From an optimization exercise on the open Yosys and OpenROAD flow, aimed at small area; shortcuts taken in it are not production practice.
The RTL was checked by simulation tests, not by an equivalence proof against the original design.
No driver is modelled on the clock port, so clocking that relies on it looks cheaper here than on a real chip.
No activity file was given, so power comes from the tool's default toggle rates.

### design/flow/config.mk
export PLATFORM = sky130hd
export DESIGN_NAME = x10_core
export DESIGN_NICKNAME = x10_core
export VERILOG_FILES = /design/flow/design.v
export SDC_FILE = /design/flow/constraint.sdc
export NUM_CORES = 4
export LEC_CHECK = 0
export CAP_MARGIN = 20
export CORE_MARGIN = 2
export CORE_UTILIZATION = 40
export SLEW_MARGIN = 20
### design/flow/constraint.sdc
create_clock -name core_clock -period 10.0 [get_ports {clk}]
set_input_delay 2.0000 -clock core_clock [delete_from_list [all_inputs] [get_ports {clk}]]
set_output_delay 2.0000 -clock core_clock [all_outputs]
set_load 0.01 [all_outputs]
### design/flow/design.v
module x10_ctrl (
    input  wire       clk,
    input  wire       load,
    input  wire [2:0] cfg_sel,
    input  wire [2:0] cfg_max,
    input  wire [2:0] cfg_mult,
    input  wire [1:0] cfg_idle,
    input  wire       act_valid,
    input  wire [2:0] act_unit,
    input  wire       act_on,
    input  wire       slow_tick,
    output reg        od_valid,
    output wire [2:0] od_slot,
    output wire [2:0] mux_slot
);
    reg       m3, m4;
    reg [2:0] scan_mult;
    reg [1:0] idle_mode;
    reg [2:0] cam;
    reg       scan;
    reg [3:0] tcnt;
    assign mux_slot = cam;
    assign od_slot  = mux_slot;
    wire idle_scan = (idle_mode == 2'd0);
    wire idle_prio = (idle_mode == 2'd1);
    wire [2:0] max_c  = {m4, !m4, m3 & !m4};
    wire       at_max = cam[2] | (cam[1] & (!m3 | (cam[0] & !m4)));    
    wire [2:0] prev_c = (cam[2:1] == 2'b00) ? max_c : cam - 3'd1;
    wire [2:0] next_c = at_max ? 3'd1 : cam + 3'd1;
    wire [2:0] k = act_unit;
    wire [4:1] u_hot = {k == 3'b110, k == 3'b100, k == 3'b111, k == 3'b101};
    wire [2:0] u_bin = {u_hot[4], u_hot[2] | u_hot[3], u_hot[1] | u_hot[3]};
    wire u_ok  = u_hot[1] | u_hot[2] | (u_hot[3] & m3) | (u_hot[4] & m4);
    wire u5    = (k == 3'b001);
    wire u6    = (k == 3'b011);
    wire hit   = (|u_hot) & (u_bin == cam);
    wire a_row  = act_valid & (u_ok | u5 | u6);
    wire a_sel  = act_valid & act_on & u_ok;                      
    wire a_off  = act_valid & !act_on & hit;                      
    wire a_scan = act_valid & act_on & u5;
    wire a_sel0 = act_valid & !act_on & u5;
    wire a_prev = act_valid & act_on & u6;
    wire a_next = act_valid & !act_on & u6;
    wire t_wrap = slow_tick & (tcnt == 4'd0);
    wire pol    = a_off | (t_wrap & !scan);                       
    wire p_scan = pol & idle_scan;
    wire p_prio = pol & idle_prio;
    wire go_nxt = a_next | (t_wrap & scan);
    wire stop   = a_sel | a_sel0 | a_prev | a_next | p_prio;      
    wire start  = a_scan | p_scan;                                
    wire [2:0] nx_cam = a_sel  ? u_bin :
                        a_prev ? prev_c :
                        go_nxt ? next_c :
                        p_prio ? 3'd1 :
                        a_sel0 ? 3'd0 : cam;
    wire nx_scan = !stop & (start | scan);
    wire nx_od   = a_prev | go_nxt | (a_sel & !hit) | (a_sel0 & |cam) | (p_prio & (cam != 3'd1));
    wire t_clr   = t_wrap | (a_row & !(scan & !stop));
    wire t_inc   = slow_tick & !t_wrap;
    always @(posedge clk) begin
        if (load) begin
            m3        <= cfg_max[2] | cfg_max[0];
            m4        <= cfg_max[2];
            scan_mult <= cfg_mult;
            idle_mode <= cfg_idle;
            tcnt      <= (cfg_idle == 2'd0) ? {1'b0, cfg_mult} : 4'd12;
            cam       <= (cfg_idle == 2'd1) ? 3'd1 : cfg_sel;
            scan      <= (cfg_idle == 2'd0);
            od_valid  <= 1'b1;
        end else begin
            cam       <= nx_cam;
            scan      <= nx_scan;
            if (t_clr | t_inc)
                tcnt  <= t_clr ? (nx_scan ? {1'b0, scan_mult} : 4'd12) : tcnt - 4'd1;
            od_valid  <= nx_od;
        end
    end
endmodule
module x10_core (
    input  wire       clk,
    input  wire       rst,             
    input  wire       cfg_variant_b,
    input  wire [2:0] cfg_sel,
    input  wire [2:0] cfg_max,
    input  wire [2:0] cfg_mult,
    input  wire [3:0] cfg_house,
    input  wire [1:0] cfg_idle,
    input  wire       ev_valid,
    input  wire [1:0] ev_kind,         
    input  wire [7:0] ev_data,
    output wire       ev_ready,
    output wire       tx_valid,
    output wire [7:0] tx_data,
    input  wire       tx_ready,
    output wire       od_valid,
    output wire [2:0] od_slot,
    output wire [2:0] mux_slot,
    output wire       rep_valid,
    output wire [7:0] rep_byte,
    output reg        want_resync
);
    localparam [2:0] M_IDLE  = 3'd0;    
    localparam [2:0] M_MASK  = 3'd1;    
    localparam [2:0] M_PAY   = 3'd2;    
    localparam [2:0] M_DISC  = 3'd3;    
    localparam [2:0] M_TX    = 3'd4;    
    localparam [2:0] M_REP   = 3'd5;    
    localparam [2:0] M_RUN   = 3'd6;    
    localparam [2:0] M_FLUSH = 3'd7;    
    function [3:0] raw_house(input vb, input [3:0] h);
        case ({vb, h})
            5'h00: raw_house = 4'h6; 5'h01: raw_house = 4'hE;
            5'h02: raw_house = 4'h2; 5'h03: raw_house = 4'hA;
            5'h04: raw_house = 4'h1; 5'h05: raw_house = 4'h9;
            5'h06: raw_house = 4'h5; 5'h07: raw_house = 4'hD;
            5'h08: raw_house = 4'h7; 5'h09: raw_house = 4'hF;
            5'h0A: raw_house = 4'h3; 5'h0B: raw_house = 4'hB;
            5'h0C: raw_house = 4'h0; 5'h0D: raw_house = 4'h8;
            5'h0E: raw_house = 4'h4; 5'h0F: raw_house = 4'hC;
            5'h10: raw_house = 4'h6; 5'h11: raw_house = 4'h7;
            5'h12: raw_house = 4'h4; 5'h13: raw_house = 4'h5;
            5'h14: raw_house = 4'h8; 5'h15: raw_house = 4'h9;
            5'h16: raw_house = 4'hA; 5'h17: raw_house = 4'hB;
            5'h18: raw_house = 4'hE; 5'h19: raw_house = 4'hF;
            5'h1A: raw_house = 4'hC; 5'h1B: raw_house = 4'hD;
            5'h1C: raw_house = 4'h0; 5'h1D: raw_house = 4'h1;
            5'h1E: raw_house = 4'h2; default: raw_house = 4'h3;
        endcase
    endfunction
    function [2:0] device_a(input [3:0] raw);
        case (raw)
            4'h6: device_a = 3'b101;
            4'hE: device_a = 3'b111;
            4'h2: device_a = 3'b100;
            4'hA: device_a = 3'b110;
            4'h1: device_a = 3'b001;
            4'h9: device_a = 3'b011;
            default: device_a = 3'b000;
        endcase
    endfunction
    reg       variant_b;
    reg [3:0] house_raw;     
    reg [2:0] mode;
    reg [3:0] cnt;           
    reg [31:0] q;            
    reg [3:0] tl;
    reg [5:0] tk;            
    wire [7:0] q_byte = {q[28], q[24], q[20], q[16], q[12], q[8], q[4], q[0]};
    assign ev_ready = !mode[2];
    wire accept    = ev_valid && !mode[2];
    wire acc_byte  = accept && (ev_kind == 2'd0);
    wire acc_tick  = accept && (ev_kind == 2'd1);
    wire acc_sync  = accept && (ev_kind == 2'd2);
    wire load      = rst || (accept && (ev_kind == 2'd3));
    assign tx_valid = (mode == M_TX);
    assign tx_data  = cnt[3] ? 8'hC3 : (cnt[2:0] == 3'd7) ? 8'h9B : 8'h00;
    assign rep_valid = (mode == M_REP);
    assign rep_byte  = q_byte;
    wire mine = (ev_data[7:4] == house_raw);
    wire       pay_func = q[0];
    wire [3:0] pay_act  = {(mine && pay_func && ev_data[3:1] == 3'b001) ?
                           tl[2:0] : 3'd0, !ev_data[0]};
    wire       b_valid = !ev_data[7] && ev_data[2:0] == 3'd0 && !(ev_data[6] && ev_data[3]);
    wire [3:0] b_act   = {b_valid & !ev_data[6], ev_data[4], b_valid & !ev_data[3], !ev_data[5]};
    wire [3:0] push_act = variant_b ? b_act : pay_act;
    wire b_go = (cnt == 4'd4) && (ev_data == 8'hAD) && (tl != q[31:28]);
    wire tk_wrap   = variant_b ? tk[2] : (tk == 6'd59);
    wire slow_tick = acc_tick && (!variant_b || tk_wrap);
    wire       act_valid = (mode == M_RUN);
    wire [2:0] act_unit  = q[3:1];
    wire       act_on    = q[0];
    x10_ctrl u_ctrl (
        .clk       (clk),
        .load      (load),
        .cfg_sel   (cfg_sel),
        .cfg_max   (cfg_max),
        .cfg_mult  (cfg_mult),
        .cfg_idle  (cfg_idle),
        .act_valid (act_valid),
        .act_unit  (act_unit),
        .act_on    (act_on),
        .slow_tick (slow_tick),
        .od_valid  (od_valid),
        .od_slot   (od_slot),
        .mux_slot  (mux_slot)
    );
    wire cnt_end = (cnt == 4'd1);
    always @(posedge clk) begin
        if (load) begin
            variant_b   <= cfg_variant_b;
            house_raw   <= raw_house(cfg_variant_b, cfg_house);
            mode        <= M_FLUSH;
            cnt         <= 4'd8;
            tk          <= 6'd0;
            want_resync <= 1'b0;
            tl          <= 4'd0;
        end else begin
            case (mode)
                M_IDLE: if (acc_byte) begin
                    if (!variant_b) begin
                        if (ev_data == 8'h5A) begin
                            mode <= M_TX; cnt <= 4'd9;
                        end else if (ev_data == 8'h00) begin
                            mode <= M_TX; cnt <= 4'd1;
                        end else if (ev_data == 8'hA5) begin
                            mode <= M_TX; cnt <= 4'd7;
                        end else if (ev_data == 8'h55) begin
                        end else if (ev_data <= 8'd9) begin
                            mode <= M_MASK; cnt <= ev_data[3:0];
                        end else begin
                            {q[28], q[24], q[20], q[16], q[12], q[8], q[4], q[0]} <= ev_data;
                            mode <= M_REP; cnt <= 4'd10;
                        end
                    end else begin
                        case (cnt[2:0])
                            3'd0: cnt <= (ev_data == 8'hD5) ? 4'd1 : 4'd0;
                            3'd1: cnt <= (ev_data == 8'hAA) ? 4'd2 : 4'd0;
                            3'd2: cnt <= {!mine, 3'd3};
                            3'd3: begin
                                q   <= {push_act, q[31:4]};
                                cnt <= cnt + 4'd1;
                            end
                            default: begin
                                mode <= b_go ? M_RUN : M_FLUSH;
                                cnt  <= 4'd8;
                                if (b_go) tl <= q[31:28];
                            end
                        endcase
                    end
                end
                M_MASK, M_PAY, M_DISC: if (acc_byte) begin
                    if (mode == M_MASK)
                        {q[28], q[24], q[20], q[16], q[12], q[8], q[4], q[0]} <= ev_data;
                    if (mode == M_PAY) begin
                        q <= {push_act, q[31:4]};
                        if (mine && !pay_func)
                            tl <= {1'b0, device_a(ev_data[3:0])};
                    end
                    if (cnt_end) begin
                        mode <= (mode == M_DISC) ? M_IDLE : M_RUN;
                        cnt  <= 4'd8;
                    end else begin
                        if (mode == M_MASK) mode <= M_PAY;
                        cnt <= cnt - 4'd1;
                    end
                end
                M_TX: if (tx_ready) begin
                    cnt <= cnt - 4'd1;
                    if (cnt[2:0] == 3'd1)
                        mode <= M_IDLE;
                end
                M_REP: mode <= M_DISC;
                default: begin
                    q   <= {4'd0, q[31:4]};
                    cnt <= cnt - 4'd1;
                    if (cnt_end)
                        mode <= M_IDLE;     
                end
            endcase
            if (acc_tick) begin
                if (variant_b) tl <= 4'd0;
                if (tk_wrap) begin
                    tk <= 6'd0;
                    if (!variant_b) want_resync <= 1'b1;
                end else begin
                    tk <= tk + 6'd1;
                end
            end
            if (acc_sync && mode == M_IDLE)
                want_resync <= 1'b0;
        end
    end
endmodule
### design/flow/flow/run.sh
#!/bin/bash
# Own layout flow: the standard flow (standard.sh, all ORFS steps) with
#  - the standard synthesis script (synth_recipe.tcl), except that its ABC
#    call uses the area-oriented mapping script flow/area.abc; the registers
#    are mapped before ABC runs, so they are the standard synthesis's
#  - the settings in flow/extra.mk added to the standard flow's config.mk, and
#    flow/leaf_cts.tcl run around clock_tree_synthesis (PRE_CTS_TCL)
# Each tool's full output is in own_flow.log and in ORFS's logs under orfs/.
set -euo pipefail
W=$(pwd)
F="$W/flow"
{
  echo "proc abc {args} { set i [lsearch -exact \$args -script]; if {\$i >= 0} { lset args [expr {\$i + 1}] {$F/area.abc} }; yosys abc {*}\$args }"
  cat "$W/synth_recipe.tcl"
} > "$W/own_synth.tcl"
cp "$W/config.mk" "$W/own_config.mk"
cat "$F/extra.mk" >> "$W/own_config.mk"
echo "export PRE_CTS_TCL = $F/leaf_cts.tcl" >> "$W/own_config.mk"
sed -e "s#SYNTH_SCRIPT=[^ ]*#SYNTH_SCRIPT=$W/own_synth.tcl#" \
    -e "s#DESIGN_CONFIG=[^ ]*#DESIGN_CONFIG=$W/own_config.mk#" \
    "$W/standard.sh" > "$W/own_standard.sh"
bash "$W/own_standard.sh" > "$W/own_flow.log" 2>&1
### design/flow/flow/area.abc
strash
&get -n
&deepsyn -I 2 -J 100
&put
strash
&get -n
&st
&dch -f
&nf -a -R 1000
&put
strash
&get -n
&st
&dch -f
&nf -a -R 1000
&put
topo
### design/flow/flow/extra.mk
# Appended to the standard flow's config.mk by run.sh.
# Port buffers: the smallest buffer (the outputs drive 0.01 pF).
export BUFFER_PORTS_ARGS = -buffer_cell sky130_fd_sc_hd__buf_1
# Clock tree: clkbuf_8 buffers, no dummy loads.
export CTS_ARGS = -sink_clustering_enable -repair_clock_nets -buf_list sky130_fd_sc_hd__clkbuf_8 -dont_use_dummy_load
# After CTS, leaf buffers whose flip-flops keep a clock slew under 110 ps
# are made clkbuf_4 (flow/leaf_cts.tcl, set as PRE_CTS_TCL by run.sh).
export MCTS_SMALL = sky130_fd_sc_hd__clkbuf_4
export MCTS_SLEW = 0.110
# No half/full-adder cell extraction: ABC maps the few small counters with
# the rest of the logic, which comes out smaller.
export ADDER_MAP_FILE =
### design/flow/flow/leaf_cts.tcl
# PRE_CTS_TCL: after the standard clock_tree_synthesis, each leaf clock
# buffer is tried one size smaller (MCTS_SMALL) and kept so only while the
# worst clock-pin slew of its flip-flops stays under MCTS_SLEW (ns), as
# estimated from placement.
if {[info commands orig_clock_tree_synthesis] == ""} {
  rename clock_tree_synthesis orig_clock_tree_synthesis
}
proc clock_tree_synthesis {args} {
  orig_clock_tree_synthesis {*}$args
  set_propagated_clock [all_clocks]
  estimate_parasitics -placement
  set small [[ord::get_db] findMaster $::env(MCTS_SMALL)]
  set limit $::env(MCTS_SLEW)
  foreach inst [[ord::get_db_block] getInsts] {
    set name [$inst getName]
    if {![string match "clkbuf_*" $name] || $name == "clkbuf_0_clk"} { continue }
    set big [$inst getMaster]
    $inst swapMaster $small
    estimate_parasitics -placement
    set worst 0
    foreach it [[[$inst findITerm X] getNet] getITerms] {
      if {[$it isInputSignal] || [[$it getMTerm] getName] == "CLK"} {
        set p [get_pins [$it getName /]]
        set s [get_property $p slew_max]
        if {$s > $worst} { set worst $s }
      }
    }
    if {$worst > $limit} {
      $inst swapMaster $big
      puts "leaf CTS: $name kept [$big getName] ($worst ns)"
    } else {
      puts "leaf CTS: $name now $::env(MCTS_SMALL) ($worst ns)"
    }
  }
  estimate_parasitics -placement
}
### design/flow/standard.sh
#!/bin/bash
# synth_recipe.tcl (not shown) runs the flow's synth.tcl, then flattens the netlist and writes it again
# the make line also repeats each setting of config.mk as NAME=value (left out here)
make -C /OpenROAD-flow-scripts/flow DESIGN_CONFIG=/design/flow/config.mk WORK_HOME=/design/flow/orfs CLKGATE_MAP_FILE= SYNTH_SCRIPT=/design/flow/synth_recipe.tcl "${@:-finish}"
==> results.yml, run 1 <==
run_status:
  status: "no timing/DRC/antenna violations"
clock_network:
  clock-sinks: 71
  cts_resized: 0
  clock_latency_ns: 0.34
  cts_buffers: 9
  cts_setup_buffers: 0
  clk_pin_slew_ns: 0.10
  cts_tree: "done"
  cts_hold_buf: 0
pwr:
  ir_drop_mv: 0.118
  seqPwrFrac_pct: 56.0
  finalPower_uw: 926
  p_sw_share_pct: 35.4
  p_sw_uw: 328
  combPwrFrac_pct: 28.4
  p_leak_uw: 0.00126
  pwr-share-clk_pct: 15.6
  pwr_density_cell_nw_per_um2: 239
  p_int_uw: 598
critical_path:
  ff2ff_setup_slack_ns: 6.47
  cp_max_fo: 19
  path_class: "in -> reg"
  required_ns: 10.10
  cp-start-kind: "primary input"
  reg2reg_depth: 11
  worst_ep_arrival_time_ns: 4.82
  end_kind: "flip-flop"
hold_path:
  hold_path_class: "reg -> reg"
  hold_depth: 0
global_routing:
  grt.total_usage_pct: 17.4
  antenna_found_initial: 0
  grt_max_degree: 25
  grt_pass1_vias: 2882
  grt_pass1_wl_um: 13500
  grt_overflow: 0
synth:
  yosys_register_bits: 71
  synth_area_um2: 3550
  synth_cell_types: 42
  ys.warnings.count: 2
  synth_edf_count: 51
  synthArstFlopShare_pct: 0
  ys_seq_area_share_pct: 54.4
  ys.flop_type: "edfxtp_1"
  synth_area_per_cell_um2: 9.90
  syn-instance-count: 359
timing:
  skew_ns: 0.0279
  rsz0062_at_grt: "no"
  layout_min_cycle_time_ns: 4.72
  setup-violations-final: 0
  fin_ws_ns: 5.28
  tns_ns: 0
  min_period_over_period_pct: 47.2
  fin_hold_ws_ns: 0.422
  worst_pin_slew_ns: 0.799
  drv_slew: 0
  fmax_mhz: 212
  slew_headroom_pct: 46.2
  hold_viol: 0
finish:
  nNetsFinal: 440
  final_common_cell: "buf_1"
  diodes: 0
  area_growth_pct: 9.12
  fin_area_um2: 3880
  nFillCells: 866
  mostFrequentLayoutCells: "53 x buf_1, 51 x edfxtp_1, 42 x nor2_1"
  drive_gt1_share_pct: 3.19
route:
  vias_per_cell: 5.59
  drtIter0Drc: 252
  route.vias.total: 2886
  ant_nets: 0
  drc: 0
  first_pass_iters: 4
  wl_um: 8020
  routedWlPerCell_um: 15.5
floorplan:
  dieWidth_um: 98.3
  fp-row-count: 34
  num_io_pins: 57
  dieArea_um2: 9650
  start_util_pct: 40.9
  die-height_um: 98.3
  fp.coreArea_um2: 8680
place:
  gp_congestion: 0.882
  dpl_worst_slack_ns: 4.97
  dpl_cell_area_um2: 3790
  io_buffer_count: 53
  dp_hpwl_um: 5690
flow_run:
  drv_cap: 0
-- synth_stat cells, types with 5 or more instances --
cell type / count / area share, %
a211oi_1: 6 / 1.3
a21oi_1: 33 / 4.6
a31oi_1: 7 / 1.2
buf_4: 17 / 3.6
clkinv_1: 17 / 1.8
dfxtp_1: 20 / 11
edfxtp_1: 51 / 43
mux2_1: 6 / 1.9
nand2_1: 33 / 3.5
nand3_1: 15 / 2.1
nor2_1: 42 / 4.4
nor2b_1: 7 / 1.2
nor3_1: 19 / 2.7
o21ai_0: 19 / 2.7
or3_1: 5 / 0.88
xnor2_1: 12 / 3.0
-- sequential cells by signal (all words and copies together) (netlist names) --
register	count
q	32
tk	6
cnt	4
house_raw	4
tl	4
u_ctrl.tcnt	4
mode	3
u_ctrl.cam	3
u_ctrl.scan_mult	3
u_ctrl.idle_mode	2
u_ctrl.m3	1
u_ctrl.m4	1
u_ctrl.od_valid	1
u_ctrl.scan	1
variant_b	1
want_resync	1
-- kinds of logic after synthesis --
family,share of synthesized area (%)
simple gates,18.1
compound gates,16.4
flops,54.4
buf+inv,5.39
xor+xnor,3.70
mux,1.90
other cells,0.106
-- area by class of cell --
type | instances | area [um^2] | area share, %
clock buffer | 9 | 86.3 | 2.23
inverter | 17 | 63.8 | 1.65
multi-input combinational | 255 | 1440 | 37.1
sequential | 71 | 1930 | 49.8
tap | 108 | 135 | 3.49
timing repair buffer | 56 | 221 | 5.71
-- metrics by stage --
stage                     util, %  cells
after detailed placement     43.7    507
after floorplan                 -    360
after global placement       43.7    507
after CTS                    44.7    516
final                        44.7    516
after global routing         44.7    516
-- path summary, 6_finish.rpt --
| kind | start | end |
|---|---|---|
| setup / recovery | ev_valid | u_ctrl.tcnt[1]$_DFFE_PP_ |
| hold / removal | q[7]$_DFFE_PP_ | q[3]$_DFFE_PP_ |
| setup reg to reg | mode[2]$_SDFFE_PN1P_ | u_ctrl.tcnt[1]$_DFFE_PP_ |
| hold reg to reg | q[7]$_DFFE_PP_ | q[3]$_DFFE_PP_ |
-- power by group through the flow --
stage          Sequential, uW  Clock, uW  Combinational, uW
2_1_floorplan             504          0                215
3_3_place_gp              522          0                261
3_5_place_dp              526          0                262
4_1_cts                   520        151                263
5_1_grt                   534        162                295
6_report                  519        144                263
-- critical path, stage by stage --
cell and delay (ns):
buf_1 0.08, nor2b_1 0.13, and2_0 0.28, a21oi_1 0.18, buf_4 0.22, clkinv_1 0.61, a21oi_1 0.42, and3_1 0.25
a21oi_1 0.15, nor2_1 0.11, nor2_1 0.08, a221o_1 0.30
-- metal layers --
metal	routed length, um	global-route usage (%)
met1	3650	22.1
met2	3800	29.2
met3	433	4.29
met4	129	6.01
met5	0	0
==> run 2: changes to the inputs <==
--- a/design/flow/flow/run.sh
+++ b/design/flow/flow/run.sh
@@ -4,7 +4,7 @@
 #    call uses the area-oriented mapping script flow/area.abc; the registers
 #    are mapped before ABC runs, so they are the standard synthesis's
 #  - the settings in flow/extra.mk added to the standard flow's config.mk, and
-#    flow/leaf_cts.tcl run around clock_tree_synthesis (PRE_CTS_TCL)
+#    flow/clock_sizing.tcl run around clock_tree_synthesis (PRE_CTS_TCL)
 # Each tool's full output is in own_flow.log and in ORFS's logs under orfs/.
 set -euo pipefail
 W=$(pwd)
@@ -15,7 +15,7 @@
 } > "$W/own_synth.tcl"
 cp "$W/config.mk" "$W/own_config.mk"
 cat "$F/extra.mk" >> "$W/own_config.mk"
-echo "export PRE_CTS_TCL = $F/leaf_cts.tcl" >> "$W/own_config.mk"
+echo "export PRE_CTS_TCL = $F/clock_sizing.tcl" >> "$W/own_config.mk"
 sed -e "s#SYNTH_SCRIPT=[^ ]*#SYNTH_SCRIPT=$W/own_synth.tcl#" \
     -e "s#DESIGN_CONFIG=[^ ]*#DESIGN_CONFIG=$W/own_config.mk#" \
     "$W/standard.sh" > "$W/own_standard.sh"
==> design/flow/flow/clock_sizing.tcl (new file) <==
# PRE_CTS_TCL: after the standard clock_tree_synthesis, each clock buffer is
# tried in the smaller sizes MCTS_SMALL (smallest first) and left at the
# first size that keeps the worst clock-pin slew of the flip-flops it feeds
# under MCTS_SLEW (ns), as estimated from placement; else it is left as CTS
# made it. Leaf buffers go first, then the root.
if {[info commands orig_clock_tree_synthesis] == ""} {
  rename clock_tree_synthesis orig_clock_tree_synthesis
}
proc mcts_worst_slew {} {
  set worst 0
  foreach p [get_pins -hierarchical */CLK] {
    set s [get_property $p slew_max]
    if {$s > $worst} { set worst $s }
  }
  return $worst
}
proc clock_tree_synthesis {args} {
  orig_clock_tree_synthesis {*}$args
  set_propagated_clock [all_clocks]
  set limit $::env(MCTS_SLEW)
  set bufs {}
  set root {}
  foreach inst [[ord::get_db_block] getInsts] {
    set name [$inst getName]
    if {![string match "clkbuf_*" $name]} { continue }
    if {$name == "clkbuf_0_clk"} { set root $inst } else { lappend bufs $inst }
  }
  if {$root != ""} { lappend bufs $root }
  foreach inst $bufs {
    set big [$inst getMaster]
    set kept [$big getName]
    foreach cell $::env(MCTS_SMALL) {
      set m [[ord::get_db] findMaster $cell]
      if {[$m getArea] >= [$big getArea]} { continue }
      $inst swapMaster $m
      estimate_parasitics -placement
      set worst [mcts_worst_slew]
      if {$worst <= $limit} { set kept $cell; break }
      $inst swapMaster $big
    }
    puts "clock buffer sizing: [$inst getName] is $kept"
  }
  estimate_parasitics -placement
  puts "clock buffer sizing: worst clock-pin slew [mcts_worst_slew] ns"
}
==> design/flow/flow/extra.mk (replaced) <==
# Appended to the standard flow's config.mk by run.sh.
# Port buffers: the smallest buffer (the outputs drive 0.01 pF).
export BUFFER_PORTS_ARGS = -buffer_cell sky130_fd_sc_hd__buf_1
# Clock tree: clkbuf_8 buffers, no dummy loads.
export CTS_ARGS = -sink_clustering_enable -repair_clock_nets -buf_list sky130_fd_sc_hd__clkbuf_8 -dont_use_dummy_load
# After CTS, each clock buffer is made the smallest of these sizes that keeps
# every flip-flop clock slew under 110 ps (flow/clock_sizing.tcl, set as
# PRE_CTS_TCL by run.sh).
export MCTS_SMALL = sky130_fd_sc_hd__clkbuf_2 sky130_fd_sc_hd__clkbuf_4
export MCTS_SLEW = 0.110
# No half/full-adder cell extraction: ABC maps the few small counters with
# the rest of the logic, which comes out smaller.
export ADDER_MAP_FILE =
--- a/design/flow/config.mk
+++ b/design/flow/config.mk
@@ -7,5 +7,5 @@
 export LEC_CHECK = 0
 export CAP_MARGIN = 20
 export CORE_MARGIN = 2
-export CORE_UTILIZATION = 40
+export CORE_UTILIZATION = 70
 export SLEW_MARGIN = 20
removed: design/flow/flow/leaf_cts.tcl
==> run 2 against run 1 <==
  * Wire length decreased by 3.1%
  * Global-route usage increased by 11 points
  * Synthesized cell count unchanged
  * Fmax increased by 4.0%
  * Setup slack improved by 0.18 ns
  * Clock skew increased by 0.013 ns
  * Sequential power increased by 1%
  * Critical path depth unchanged
  * Via count increased by 3.2%
  * Register-to-register slack about the same
  * Largest cell class unchanged
  * Highest routed layer unchanged
==> results.yml, run 2 <==
timing:
  min_period_over_period_pct: 45.4
  hold_viol: 0
  drv_slew: 0
  fmax_mhz: 220
  setup-violations-final: 0
  fin_hold_ws_ns: 0.394
  slew_headroom_pct: 44.9
  layout_min_cycle_time_ns: 4.54
  rsz0062_at_grt: "no"
  tns_ns: 0
  skew_ns: 0.0413
  worst_pin_slew_ns: 0.818
synth:
  ys.warnings.count: 2
  synthArstFlopShare_pct: 0
  synth_area_um2: 3550
  synth_area_per_cell_um2: 9.90
  ys.flop_type: "edfxtp_1"
  synth_edf_count: 51
  yosys_register_bits: 71
  synth_cell_types: 42
  syn-instance-count: 359
  synth.most_common_cell: "edfxtp_1"
  synth.top_cell.area_share_pct: 43.1
  synth_area_leaders: "edfxtp_1 43%, dfxtp_1 11%, a21oi_1 4.6%"
  synth_area_leader_cell: "edfxtp_1"
  ys_top_cells_by_count: "51 x edfxtp_1, 42 x nor2_1, 33 x a21oi_1, 33 x nand2_1, 20 x dfxtp_1"
  ys_seq_area_share_pct: 54.4
finish:
  drive_gt1_share_pct: 3.19
  mostFrequentLayoutCells: "53 x buf_1, 51 x edfxtp_1, 42 x nor2_1"
  regArea_um2: 1930
  final_common_cell: "buf_1"
  nNetsFinal: 439
  area_growth_pct: 7.11
  largestRegisters: "q (32), tk (6)"
  diodes: 0
  regMostFlops: "q"
  largest_reg_flops: 32
  fin_area_um2: 3810
  nFillCells: 337
  multi_input_area_um2: 1440
place:
  dpl_cell_area_um2: 3730
  io_buffer_count: 53
  dp_hpwl_um: 5570
  gp_congestion: 0.898
critical_path:
  cp-start-kind: "primary input"
  path_class: "in -> reg"
  worst_ep_arrival_time_ns: 4.79
  required_ns: 10.25
  end_kind: "flip-flop"
  cp_max_fo: 19
clock_network:
  clock-sinks: 71
  clk_pin_slew_ns: 0.10
  clock_latency_ns: 0.51
  cts_hold_buf: 0
  cts_resized: 0
  cts_setup_buffers: 0
  cts_buffers: 9
  cts_tree: "done"
global_routing:
  grt.total_usage_pct: 28.7
  grt_pass1_wl_um: 12000
  grt_max_degree: 25
  antenna_found_initial: 0
  grt_overflow: 0
  grt_pass1_vias: 2612
floorplan:
  die-height_um: 75.3
  dieArea_um2: 5660
  start_util_pct: 73.8
  dieWidth_um: 75.3
  fp-row-count: 25
  num_io_pins: 57
  fp.coreArea_um2: 4820
run_status:
  status: "no timing/DRC/antenna violations"
hold_path:
  hold_path_class: "reg -> reg"
route:
  vias_per_cell: 6.28
  first_pass_iters: 5
  drc: 0
  wl_um: 7770
  routedWlPerCell_um: 16.4
  route.vias.total: 2979
  ant_nets: 0
  drtIter0Drc: 263
pwr:
  ir_drop_mv: 0.200
  p_leak_uw: 0.00125
  finalPower_uw: 914
  pwr_density_cell_nw_per_um2: 240
flow_run:
  drv_cap: 0
[run 2: power by group]
part | switching, uW | total (uW) | internal [uW]
Clock | 85.9 | 127 | 41.4
Combinational | 168 | 263 | 94.9
Sequential | 77.5 | 524 | 446
[run 2: through the flow]
step / setup slack [ns] / std cells / util [%]
after floorplan: 5.27 / 360 / -
after global placement: 5.12 / 465 / 77.5
after detailed placement: 5.03 / 465 / 77.5
after CTS: 5.53 / 474 / 78.9
after global routing: 5.21 / 474 / 79.0
final: 5.46 / 474 / 79.0
[run 2: final timing paths]
check / from / end / slack, ns / cells past startpoint
worst min register to register: q[25]$_DFFE_PP_ / q[21]$_DFFE_PP_ / 0.39 / 0
worst min-delay path: q[25]$_DFFE_PP_ / q[21]$_DFFE_PP_ / 0.39 / 0
worst max-delay path: ev_valid / u_ctrl.tcnt[0]$_DFFE_PP_ / 5.46 / 12
worst max register to register: mode[2]$_SDFFE_PN1P_ / u_ctrl.tcnt[0]$_DFFE_PP_ / 6.48 / 11
[run 2: layout make-up]
class,instances,share of cell area [%]
tap,67,2.20
timing repair buffer,55,5.62
inverter,17,1.68
multi-input combinational,255,37.9
clock buffer,9,1.81
sequential,71,50.8
[run 2: layer usage]
metal	GRT usage, %	share of wire [%]
met1	35.9	39
met2	49.2	50
met3	8.30	8.7
met4	7.60	2.2
met5	0	0
[run 2: worst max-delay path: stages]
cell      delay, ns
buf_1          0.08
nor2b_1        0.14
and2_0         0.28
a21oi_1        0.18
buf_4          0.21
clkinv_1       0.56
a21oi_1        0.38
and3_1         0.25
a21oi_1        0.16
nor2_1         0.12
nor2_1         0.08
a221o_1        0.31
[run 2: cell families after synthesis]
kind of cell,count (synthesis),share of synthesized area [%]
and+or+nand+nor,139,18.1
other,1,0.106
muxes,6,1.90
DFF,71,54.4
AOI/OAI and AO/OA,93,16.4
xor gates and xnor gates,15,3.70
buffers and inverters,34,5.39

==> separate check: timing with driven ports <==
How much do the figures lean on ideal ports? The routed layouts below were timed once more, with nothing changed but the port constraints. Step 1: set_driving_cell puts a clkbuf_16 on clk and a buf_2 on each other input, an assumption about the parent block. Step 2, shift: input delay + t, output delay - t, t = (earliest + latest rising clock arrival at the registers) / 2. This alone moves slack from input paths to output paths. Slacks: ideal / step 1 / step 2; pairs: ideal / step 1.
| run | t, ns | slack for setup (ns) | hold WS [ns] | worst setup path at the end | cell pins on the clock port's net |
|---|---|---|---|---|---|
| run 1 | 0.356 | 5.282 / 5.295 / 4.939 | 0.422 / 0.422 / 0.422 | input to register | 1 |
| run 2 | 0.512 | 5.462 / 5.470 / 4.957 | 0.394 / 0.394 / 0.394 | input to register | 1 |
After both steps setup and hold are still met in every run listed. For run 2, which loses most, drivers alone change the setup slack by +0.008 ns; drivers and shift together by -0.505 ns.
